Source: an optimization exercise on an open RTL-to-GDS flow (aim: small area). Production flows keep margins and buffers that such runs may drop.
Function was checked by simulation only, so behaviour that the tests miss may differ from the original.
No activity file was given, so power comes from the tool's default toggle rates.

== before ==
## tfac_core
module tfac_core (
    input  wire        clk,
    input  wire        rst,               
    input  wire        cfg_decode_halt,   
    input  wire        cfg_mem_halt,      
    input  wire [3:0]  bp_en,
    input  wire [63:0] bp_addr,           
    input  wire        resume,            
    output wire        paused,
    output wire        halted,
    output reg         ram_req,
    output reg         ram_we,
    output reg  [12:0] ram_addr,
    output reg  [15:0] ram_wdata,
    input  wire        ram_gnt,
    input  wire [15:0] ram_rdata,         
    output reg         cin_req,
    output reg         cin_int,           
    input  wire        cin_valid,
    input  wire        cin_eof,
    input  wire [15:0] cin_data,
    output reg         cout_valid,
    output reg         cout_int,          
    output reg  [15:0] cout_data,
    input  wire        cout_ready,
    output reg         diag_valid,
    output reg  [2:0]  diag_code,
    output reg  [15:0] diag_addr,
    output reg  [15:0] diag_data,
    input  wire [3:0]  dbg_sel,
    output wire [15:0] dbg_data,
    output wire        flag_z,
    output wire        flag_c,
    output wire [15:0] ir
);
Settings: LEC_CHECK=0, ABC_AREA=1, CAP_MARGIN=20, CORE_MARGIN=2, CORE_UTILIZATION=60, CTS_BUF_LIST=sky130_fd_sc_hd__clkbuf_8, CTS_CLUSTER_DIAMETER=60, CTS_CLUSTER_SIZE=16, GPL_TIMING_DRIVEN=0, PLACE_DENSITY=0.75, SLEW_MARGIN=20; clock period 10.0 ns.
standard.sh (not shown) runs the stock make flow with config.mk's settings and CLKGATE_MAP_FILE= SYNTH_SCRIPT=/design/flow/synth_recipe.tcl, a recipe that flattens the netlist after the stock synthesis.
==> flow/flow/run.sh <==
#!/bin/bash
# The standard layout (standard.sh) with two changes:
#  - ABC maps the logic with flow/area.abc (the &nf mapper with area
#    recovery) instead of ORFS's abc_area.script; the synthesis script is
#    otherwise synth_recipe.tcl unchanged, so the registers are the same;
#  - the buffer that ORFS puts on every input and output port is buf_1.
# Each tool's full output is in standard.log and in orfs/logs/.
set -euo pipefail
W=$PWD
{
  printf 'proc abc {args} { set i [lsearch $args -script]; if {$i >= 0} { lset args [expr {$i + 1}] %s }; yosys abc {*}$args }\n' "$W/flow/area.abc"
  cat "$W/synth_recipe.tcl"
} > "$W/area_synth.tcl"
sed "s#SYNTH_SCRIPT=[^ ]*synth_recipe\.tcl#SYNTH_SCRIPT=$W/area_synth.tcl#" "$W/standard.sh" > "$W/area_standard.sh"
grep -q "SYNTH_SCRIPT=$W/area_synth.tcl" "$W/area_standard.sh"
export BUFFER_PORTS_ARGS="-buffer_cell sky130_fd_sc_hd__buf_1"
bash "$W/area_standard.sh" > "$W/standard.log" 2>&1
==> flow/flow/area.abc <==
strash
dc2
dc2
&get -n
&dch -f
&nf -R 1000 -p
&put
&get -n
&dch -f
&nf -R 1000 -p
&put
topo
dnsize -c
Relative to before, the following input files were edited for after:
- a change of CORE_UTILIZATION from 60 to 40
- a change of PLACE_DENSITY from 0.75 to 0.6
- a deleted GPL_TIMING_DRIVEN that had been 0
==> flow/flow/run.sh <==
#!/bin/bash
# The standard layout, with the smallest plain buffer (buf_1) as the
# buffer that ORFS puts on every input and output port.
set -euo pipefail
export BUFFER_PORTS_ARGS="-buffer_cell sky130_fd_sc_hd__buf_1"
bash standard.sh > standard.log 2>&1
removed: flow/flow/area.abc
Going from before to after, final cell count grows by about 44%.
Final instance area (after over before): increase, 0.0017 mm^2
The global-route usage of after falls short of that of before by 12 points.
Relative to before, the post-layout worst setup margin of after is higher by 2100 ps.
after — post-synthesis cell area 0.0021 mm^2 higher, before as reference

run 1:
tfac_core, a different RTL version from the one above (not shown whole).
For scale: roughly 320 flip-flops, about 240 I/O pins, roughly 15,000 um^2 of cells after synthesis.
clock: 10.0 ns
lec_check: 0
abc_area: 1
cap_margin: 20
core_margin: 2
core_utilization: 40
place_density: 0.6
slew_margin: 20
==> flow/flow/run.sh <==
#!/bin/bash
# The standard layout, with the smallest plain buffer (buf_1) as the
# buffer that ORFS puts on every input and output port.
set -euo pipefail
export BUFFER_PORTS_ARGS="-buffer_cell sky130_fd_sc_hd__buf_1"
bash standard.sh > standard.log 2>&1
Run 1: PASS, flow complete, no timing, DRC or antenna violations
diff inputs: run 1 => run 2
==> flow/run.sh (new file) <==
#!/bin/bash
# synth_recipe.tcl (not shown) runs the flow's synth.tcl, then flattens the netlist and writes it again
# the make line also repeats each setting of config.mk as NAME=value (left out here)
make -C /OpenROAD-flow-scripts/flow DESIGN_CONFIG=/design/flow/config.mk WORK_HOME=/design/flow/orfs CLKGATE_MAP_FILE= SYNTH_SCRIPT=/design/flow/synth_recipe.tcl finish
removed: flow/flow/run.sh
removed: flow/standard.sh
## What came out
- Going from run 1 to run 2, utilization grows by 3.7 points.
- Between run 1 and run 2, the global-route usage is lower for run 1.
- Looking only at share of the final layout cell area in sequential cells, and setting everything else aside, the lower value of run 1 and run 2 goes to run 2.
## Diff of input files: run 3 against run 2
- setting CTS_BUF_LIST to sky130_fd_sc_hd__clkbuf_4 for the first time
==> flow/flow/run.sh (new file) <==
#!/bin/bash
# The standard layout, with the smallest plain buffer (buf_1) as the
# buffer that ORFS puts on every input and output port.
set -euo pipefail
export BUFFER_PORTS_ARGS="-buffer_cell sky130_fd_sc_hd__buf_1"
bash standard.sh > standard.log 2>&1
==> flow/standard.sh (new file) <==
#!/bin/bash
# synth_recipe.tcl (not shown) runs the flow's synth.tcl, then flattens the netlist and writes it again
# the make line also repeats each setting of config.mk as NAME=value (left out here)
make -C /OpenROAD-flow-scripts/flow DESIGN_CONFIG=/design/flow/config.mk WORK_HOME=/design/flow/orfs CLKGATE_MAP_FILE= SYNTH_SCRIPT=/design/flow/synth_recipe.tcl "${@:-finish}"
removed: flow/run.sh
Findings:
Share of the final layout cell area in sequential cells (higher): run 3. Sort run 2 and run 3 by number of clock buffers inserted by TritonCTS desc -> top: run 3. Arrival time of the worst setup path in run 3 is 0.97 ns lower than in run 2. Run 2 → run 3: combinational group share of total power fell by 0.5 points; total power fell by 0.37 mW; cell depth of the worst min-delay path stayed essentially flat; worst setup slack rose by 0.97 ns; clock network fraction of total power fell by 3.2 points. Run 3 vs run 2: via count up slightly. When run 3 is set beside run 2, its wire length of the first global-routing pass turns out to be 4.0% smaller.
Changes in run 4 relative to run 3:
- CTS_CLUSTER_SIZE: unset -> 20
- CTS_BUF_LIST: sky130_fd_sc_hd__clkbuf_4 -> sky130_fd_sc_hd__clkbuf_8
- CTS_CLUSTER_DIAMETER: unset -> 60
Findings:
Run 4 | status: complete | timing, DRC, antenna: pass. Going from run 3 to run 4, fraction of power consumed by combinational cells up 1.8 points; area overhead of the layout relative to synthesis shows a reduction of 2.3 points. Cell area: run 3 and run 4 compared, lower one is run 4. In run 4 the register-to-register slack turned out 0.03 ns higher than in run 3. The critical path launch point comes out ir_q[0] in one run and dbg_sel[0] in the other, namely in run 3 and run 4 respectively. Worst setup slack after layout, run 3 and run 4: smaller value in run 4.

tfac_core with an RTL version that a note above also has.
Size in the first run: roughly 1400 cells after synthesis, about 310 flip-flops, ~240 I/O pins.
Settings: LEC_CHECK=0, ABC_AREA=1, CAP_MARGIN=20, CORE_MARGIN=2, CORE_UTILIZATION=60, CTS_BUF_LIST=sky130_fd_sc_hd__clkbuf_8, CTS_CLUSTER_DIAMETER=60, CTS_CLUSTER_SIZE=16, PLACE_DENSITY=0.75, SLEW_MARGIN=20; clock period 10.0 ns.
==> flow/flow/run.sh <==
#!/bin/bash
# The standard layout (standard.sh) with two changes:
#  - ABC maps the logic with flow/area.abc (the &nf mapper with area
#    recovery) instead of ORFS's abc_area.script; the synthesis script is
#    otherwise synth_recipe.tcl unchanged, so the registers are the same;
#  - the buffer that ORFS puts on every input and output port is buf_1.
# Each tool's full output is in standard.log and in orfs/logs/.
set -euo pipefail
W=$PWD
{
  printf 'proc abc {args} { set i [lsearch $args -script]; if {$i >= 0} { lset args [expr {$i + 1}] %s }; yosys abc {*}$args }\n' "$W/flow/area.abc"
  cat "$W/synth_recipe.tcl"
} > "$W/area_synth.tcl"
sed "s#SYNTH_SCRIPT=[^ ]*synth_recipe\.tcl#SYNTH_SCRIPT=$W/area_synth.tcl#" "$W/standard.sh" > "$W/area_standard.sh"
grep -q "SYNTH_SCRIPT=$W/area_synth.tcl" "$W/area_standard.sh"
export BUFFER_PORTS_ARGS="-buffer_cell sky130_fd_sc_hd__buf_1"
bash "$W/area_standard.sh" > "$W/standard.log" 2>&1
==> flow/flow/area.abc <==
strash
dc2
dc2
&get -n
&dch -f
&nf -R 1000 -p
&put
&get -n
&dch -f
&nf -R 1000 -p
&put
topo
dnsize -c
Edit:
CORE_UTILIZATION = 40   (was 60)
PLACE_DENSITY = 0.6   (was 0.75)
After rerunning: The changed run finished with timing, DRC and antenna clean. Total power climbs by about 5%. Worst setup slack improves by 0.059 ns. Core utilization drops by 22 points. Wire length grows by about 7%. Area after synthesis is unchanged. Die area rose by about 50%. Worst hold slack hardly moves. Global-route usage goes down by 11 points.
Edit:
CAP_MARGIN = 5   (was 20)
CORE_UTILIZATION = 60   (was 40)
CTS_CLUSTER_SIZE = 20   (was 16)
PLACE_DENSITY = 0.75   (was 0.6)
SLEW_MARGIN = 5   (was 20)
Setup slack improved by 0.0055 ns.
First-iteration DRC count climbs by about 22%.
Combinational power hardly moves.
Edit:
CORE_UTILIZATION = 40   (was 60)
CTS_CLUSTER_SIZE = 16   (was 20)
PLACE_DENSITY = 0.6   (was 0.75)
Effect:
- clock power came out higher by about a fifth
- final area came out higher by a few percent
- die area came out higher by well over a third
- total power came out higher by a few percent
- wire length came out higher by a few percent
- register-to-register slack loses 0.11 ns
- setup slack loses 0.0055 ns
- clock skew came out lower by 0.0098 ns
- hold slack barely changes
- area after synthesis does not change
Edit:
CORE_UTILIZATION = 60   (was 40)
PLACE_DENSITY = 0.75   (was 0.6)
The changed run ran to the end with no violations.
Synthesized cell count stays the same.
Worst hold slack loses 0.0047 ns.
Global-route usage climbs by 11 points.
Wire length falls by 6.2%.
Sequential power barely changes.
Critical path depth does not change.
Cell area goes down by 2.4%.
Area after synthesis is unchanged.
Clock-buffer cell count shrinks by 1.
Worst setup slack loses 0.094 ns.
Combinational power barely changes.

afterwards: timing with drivers on the ports:
How much do the figures lean on ideal ports? The routed layouts below were timed once more, with nothing changed but the port constraints. Step 1: set_driving_cell puts a clkbuf_16 on clk and a buf_2 on each other input, an assumption about the parent block. Step 2 adds t to the input delays and takes it off the output delays; t is the mean of the earliest and latest rising clock arrival at the registers after step 1. Input paths then give back, and output paths get back, about the clock's delay inside the block. Three values: no drivers, after step 1, after step 2; two values: the first two.
run	t (ns)	setup slack, ns	worst data-port slew with drivers (ns)
before	0.602	0.329 / 0.285 / 0.887	0.04
after	0.676	2.428 / 2.378 / 3.055	0.05
run 1	0.629	3.117 / 3.093 / 3.093	0.06
run 2	0.635	2.158 / 2.135 / 2.135	0.07
run 3	0.740	3.133 / 3.087 / 3.120	0.06
run 4	0.622	3.068 / 3.043 / 3.043	0.06
the first run of note 3	0.611	0.728 / 0.681 / 1.292	0.05
the second run of note 3	0.641	0.786 / 0.741 / 1.382	0.08
the third run of note 3	0.595	0.792 / 0.746 / 1.341	0.05
the fourth run of note 3	0.641	0.786 / 0.741 / 1.382	0.08
the fifth run of note 3	0.605	0.692 / 0.648 / 1.253	0.05
After both steps every run listed still meets setup and hold. For run 4, which loses most, drivers alone change the setup slack by -0.025 ns; drivers and shift together by -0.025 ns.
